From an optimization exercise on the open Yosys and OpenROAD flow, aimed at small area, a short achievable clock period and few clock cycles per item; shortcuts taken in it are not production practice.
Only simulation tests tie the RTL to the original design; equivalence was not proved.
Power and IR drop assume default switching activity.

==> flow/design.v <==
module mdb_decode (
    input  wire        clk,
    input  wire        rst,             
    input  wire        start,           
    input  wire [7:0]  count,           
    input  wire        start_level,     
    output wire        ready,
    input  wire        pulse_valid,
    input  wire [15:0] pulse_dur,       
    output wire        pulse_ready,
    output reg         done,
    output wire [3:0]  result,
    output reg  [7:0]  bitlen,
    output reg         found,
    output reg  [7:0]  start_idx,
    output reg  [3:0]  bytelen,
    output reg  [79:0] bytes,           
    output wire        csum_ok,
    output wire [71:0] frame,           
    output wire        frame_valid,
    output reg  [7:0]  stat_maxtimings,
    output reg  [11:0] stat_preamble,
    output reg  [11:0] stat_csumok,
    output reg  [11:0] stat_csumfail,
    output reg         ovf_bit,
    output reg         ovf_byte
);
    localparam [7:0]  BIT_CAP  = 8'd200;
    localparam [11:0] CNT_MAX  = 12'hFFF;
    reg        idle;           
    reg        ing;            
    reg  [7:0] pulses_left;
    reg        acc1;           
    reg        fin1;           
    reg        s1, l1;         
    reg        lv;             
    wire       level = ~lv;    
    assign ready       = idle;
    assign pulse_ready = ing;
    wire accept = start & idle;
    wire take   = pulse_valid & ing;
    wire is_long  = (pulse_dur >= 16'd80);
    wire is_short = (pulse_dur >= 16'd20) & ~is_long;
    reg        ovf;            
    reg        yovf;           
    reg  [3:0] st;
    wire [3:0] m      = st;
    wire       p      = st[3];
    wire [2:0] bitcnt = st[2:0];
    reg        pend;           
    reg  [6:0] acc;            
    reg  [7:0] xacc;           
    reg        csum;
    function [4:0] kstep;      
        input [3:0] cm;
        input       b;
        begin
            case ({cm, b})
                5'b0000_0: kstep = 5'd0;   5'b0000_1: kstep = 5'd1;
                5'b0001_0: kstep = 5'd2;   5'b0001_1: kstep = 5'd1;
                5'b0010_0: kstep = 5'd0;   5'b0010_1: kstep = 5'd3;
                5'b0011_0: kstep = 5'd4;   5'b0011_1: kstep = 5'd1;
                5'b0100_0: kstep = 5'd0;   5'b0100_1: kstep = 5'd5;
                5'b0101_0: kstep = 5'd6;   5'b0101_1: kstep = 5'd1;
                5'b0110_0: kstep = 5'd0;   5'b0110_1: kstep = 5'd7;
                5'b0111_0: kstep = 5'd8;   5'b0111_1: kstep = 5'd1;
                5'b1000_0: kstep = 5'd0;   5'b1000_1: kstep = 5'd9;
                5'b1001_0: kstep = 5'd10;  5'b1001_1: kstep = 5'd1;
                5'b1010_0: kstep = 5'd0;   5'b1010_1: kstep = 5'd11;
                5'b1011_0: kstep = 5'd12;  5'b1011_1: kstep = 5'd1;
                5'b1100_0: kstep = 5'd0;   5'b1100_1: kstep = 5'd13;
                5'b1101_0: kstep = 5'd14;  5'b1101_1: kstep = 5'd1;
                5'b1110_0: kstep = 5'd15;  5'b1110_1: kstep = 5'd13;
                5'b1111_0: kstep = 5'd0;   default:   kstep = 5'b10000;
            endcase
        end
    endfunction
    wire clr   = acc1;
    wire act   = ~ovf;             
    wire hi    = bitlen[7] & bitlen[6];            
    wire full  = hi & bitlen[3];                   
    wire at199 = hi & bitlen[2] & bitlen[1] & bitlen[0];
    wire b1    = act & (s1 | l1) & ~full;
    wire b2    = act & l1 & ~full & ~at199;
    wire ovf_now = act & (((s1 | l1) & full) | (l1 & at199));
    wire [7:0] bitlen_n = bitlen + {6'd0, b2, b1 & ~b2};
    wire [4:0] ka = kstep(m, level);
    wire [4:0] kb = kstep(ka[3:0], level);
    wire       found_now = b1 & ~found & ka[4];
    wire [3:0] m_n = (~b1 | found) ? m : (b2 & ~ka[4]) ? kb[3:0] : ka[3:0];
    wire dec_on = found & ~yovf;
    wire d1 = b1 & dec_on;
    wire d2 = b2 & (dec_on | found_now);
    wire rdy   = ~ovf & ~full & dec_on;
    wire eS    = rdy & p;                  
    wire eL    = rdy & (p | ~at199);       
    wire bc7   = (bitcnt == 3'd7);
    wire bl10  = bytelen[3] & bytelen[1];  
    wire bl8   = bytelen[3] & ~bytelen[1] & ~bytelen[0];
    wire ble8  = ~bytelen[3] | (~bytelen[1] & ~bytelen[0]);
    wire e     = (s1 & eS) | (l1 & eL);
    wire gdone = (s1 & eS & bc7) | (l1 & eL & bc7);
    wire ev = ~(p & pend) | level;
    wire p_n = d1 ? (d2 ? p : ~p) : (d2 | p);
    wire yovf_now = gdone & bl10;
    wire wbyte = gdone & ~bl10;
    wire xupd = e & ble8;
    wire [7:0] xacc_n = xupd ? {xacc[6:0], xacc[7] ^ ev} : xacc;
    wire [7:0] nbyte = {acc, ev};
    reg        ovf_d;
    wire       bclr    = clr | ovf_d;
    wire [7:0] nbyte_w = {acc, ev} & {8{~bclr}};
    wire [7:0] sidx_w  = (bitlen + 8'd1) & {8{~bclr}};
    wire [3:0] blen_w  = (bytelen + 4'd1) & {4{~bclr}};
    reg  fin2;
    wire fin     = fin2;
    wire fin_out = fin2;
    wire ovf_f   = ovf;
    wire found_f = found;
    wire yovf_f  = yovf;
    wire bl9p    = bytelen[3] & (bytelen[1] | bytelen[0]);    
    wire csum_f  = found & ~yovf & bl9p & (xacc == 8'd0);
    wire fail_f  = found & ~yovf & ~csum_f;
    assign result      = {1'b0, found & yovf, ovf | (found & ~yovf & ~csum), ~found};
    assign csum_ok     = csum;
    assign frame_valid = csum;
    mdb_fgate #(.W(18)) fg0 (.clk(clk), .clr(clr), .fin(fin), .csum_f(csum_f),
                             .d(bytes[25:8]),  .q(frame[17:0]));
    mdb_fgate #(.W(18)) fg1 (.clk(clk), .clr(clr), .fin(fin), .csum_f(csum_f),
                             .d(bytes[43:26]), .q(frame[35:18]));
    mdb_fgate #(.W(18)) fg2 (.clk(clk), .clr(clr), .fin(fin), .csum_f(csum_f),
                             .d(bytes[61:44]), .q(frame[53:36]));
    mdb_fgate #(.W(18)) fg3 (.clk(clk), .clr(clr), .fin(fin), .csum_f(csum_f),
                             .d(bytes[79:62]), .q(frame[71:54]));
    integer j;
    always @(posedge clk) begin
        for (j = 0; j < 10; j = j + 1)
            if (bclr | (wbyte & (bytelen == j)))
                bytes[79 - 8 * j -: 8] <= nbyte_w;
        if (bclr | found_now)
            start_idx <= sidx_w;
        if (bclr | wbyte)
            bytelen <= blen_w;
        if (clr) begin
            bitlen <= 8'd0;
            st     <= 4'd0;
            xacc   <= 8'd0;
        end else begin
            bitlen <= bitlen_n;
            if (found)
                st <= {p_n, e ? bitcnt + 3'd1 : bitcnt};
            else if (found_now)
                st <= {b2, 3'd0};
            else
                st <= m_n;
            xacc   <= xacc_n;
        end
        ovf_d <= ovf_now;
        if (d1 | d2)
            pend <= level;
        if (e)
            acc <= {acc[5:0], ev};
        if (accept) begin
            lv          <= start_level;
            pulses_left <= count;
        end else if (take) begin
            lv          <= ~lv;
            pulses_left <= pulses_left - 8'd1;
        end
        s1 <= is_short & take;
        l1 <= is_long & take;
        if (clr)
            csum <= 1'b0;
        else if (fin)
            csum <= csum_f;
        if (rst) begin
            idle            <= 1'b1;
            ing             <= 1'b0;
            acc1            <= 1'b0;
            fin2            <= 1'b0;
            fin1            <= 1'b0;
            done            <= 1'b0;
            found           <= 1'b0;
            ovf             <= 1'b0;
            yovf            <= 1'b0;
            stat_maxtimings <= 8'd0;
            stat_preamble   <= 12'd0;
            stat_csumok     <= 12'd0;
            stat_csumfail   <= 12'd0;
            ovf_bit         <= 1'b0;
            ovf_byte        <= 1'b0;
        end else begin
            acc1  <= accept;
            fin1  <= (take & (pulses_left == 8'd1)) | (acc1 & ~ing);
            fin2  <= fin1;
            done  <= fin_out;
            if (accept) begin
                idle <= 1'b0;
                ing  <= (count != 8'd0);
            end
            if (take & (pulses_left == 8'd1))
                ing <= 1'b0;
            if (fin_out)
                idle <= 1'b1;
            if (clr) begin
                found <= 1'b0;
                ovf   <= 1'b0;
                yovf  <= 1'b0;
                if (pulses_left > stat_maxtimings)
                    stat_maxtimings <= pulses_left;
            end else begin
                if (ovf_now) begin
                    ovf   <= 1'b1;
                    found <= 1'b0;
                end else if (found_now)
                    found <= 1'b1;
                if (yovf_now)
                    yovf <= 1'b1;
            end
            if (fin) begin
                if (found_f && stat_preamble != CNT_MAX)
                    stat_preamble <= stat_preamble + 12'd1;
                if (csum_f && stat_csumok != CNT_MAX)
                    stat_csumok <= stat_csumok + 12'd1;
                if (fail_f && stat_csumfail != CNT_MAX)
                    stat_csumfail <= stat_csumfail + 12'd1;
                if (ovf_f)
                    ovf_bit <= 1'b1;
                if (found_f & yovf_f)
                    ovf_byte <= 1'b1;
            end
        end
    end
endmodule
module mdb_fgate #(parameter W = 18) (
    input  wire         clk,
    input  wire         clr,
    input  wire         fin,
    input  wire         csum_f,
    input  wire [W-1:0] d,
    output wire [W-1:0] q
);
    reg v;
    always @(posedge clk) begin
        if (clr)
            v <= 1'b0;
        else if (fin)
            v <= csum_f;
    end
    assign q = d & {W{v}};
endmodule
Settings: LEC_CHECK=0, CAP_MARGIN=20, CORE_MARGIN=2, CORE_UTILIZATION=55, SETUP_SLACK_MARGIN=3.5, SLEW_MARGIN=20, SYNTH_HIERARCHICAL=1, SYNTH_MINIMUM_KEEP_SIZE=0; clock period 6.0 ns.
standard.sh (not shown) runs the stock make flow with config.mk's settings and CLKGATE_MAP_FILE= SYNTH_SCRIPT=/design/flow/synth_recipe.tcl, a recipe that flattens the netlist after the stock synthesis.
==> flow/flow/run.sh <==
#!/bin/bash
set -uo pipefail
export BUFFER_PORTS_ARGS="-buffer_cell sky130_fd_sc_hd__buf_1"
bash standard.sh finish > standard_flow.log 2>&1
The first run ran to the end with no violations.
Testbench counts at the start, summed over its fixed seeds: cycles 214,312, items 1,600.
Rerun with:
--- a/flow/design.v
+++ b/flow/design.v
@@ -92,7 +92,6 @@
     wire d1 = b1 & dec_on;
     wire d2 = b2 & (dec_on | found_now);
-    wire rdy   = ~ovf & ~full & dec_on;
-    wire eS    = rdy & p;                  
-    wire eL    = rdy & (p | ~at199);       
+    wire eS    = dec_on & p;               
+    wire eL    = dec_on;                   
     wire bc7   = (bitcnt == 3'd7);
     wire bl10  = bytelen[3] & bytelen[1];  
Area after synthesis decreases slightly; design area barely changes; total power increases slightly; die area goes down slightly; clock skew is about the same; sequential power stays flat; final cell count increases slightly; core utilization came out higher by 0.18 points; setup slack degrades by 0.097 ns; routed wire length went up by a few percent; maximum frequency is lower by a few percent; non-clock buffer count climbs by 5; first-iteration DRC count came out higher by a quarter to a third; sequential share of layout area barely changes.
Testbench counts after the change, summed over its fixed seeds: cycles 214,312, items 1,600.

## what the ideal ports hide
No port has a modelled driver above. Below, the same layouts with a new extraction and two added sets of constraints. Step 1 sets driving cells, clkbuf_16 on the clock port and buf_2 on the other inputs (assumed; they add their load-dependent delay and slew). Step 2 also shifts input and output timing later by t, the mid clock arrival at the registers, as if the neighbouring blocks saw the same clock. Slacks: ideal / step 1 / step 2; pairs: ideal / step 1.
run	t (ns)	slack for setup (ns)	worst hold slack (ns)	latest minus earliest clock arrival (ns)
the first run	0.469	3.578 / 3.533 / 3.632	0.442 / 0.442 / 0.442	0.010 / 0.010
the second run	0.471	3.481 / 3.439 / 3.628	0.437 / 0.437 / 0.437	0.012 / 0.011
After both steps every run listed still meets setup and hold.
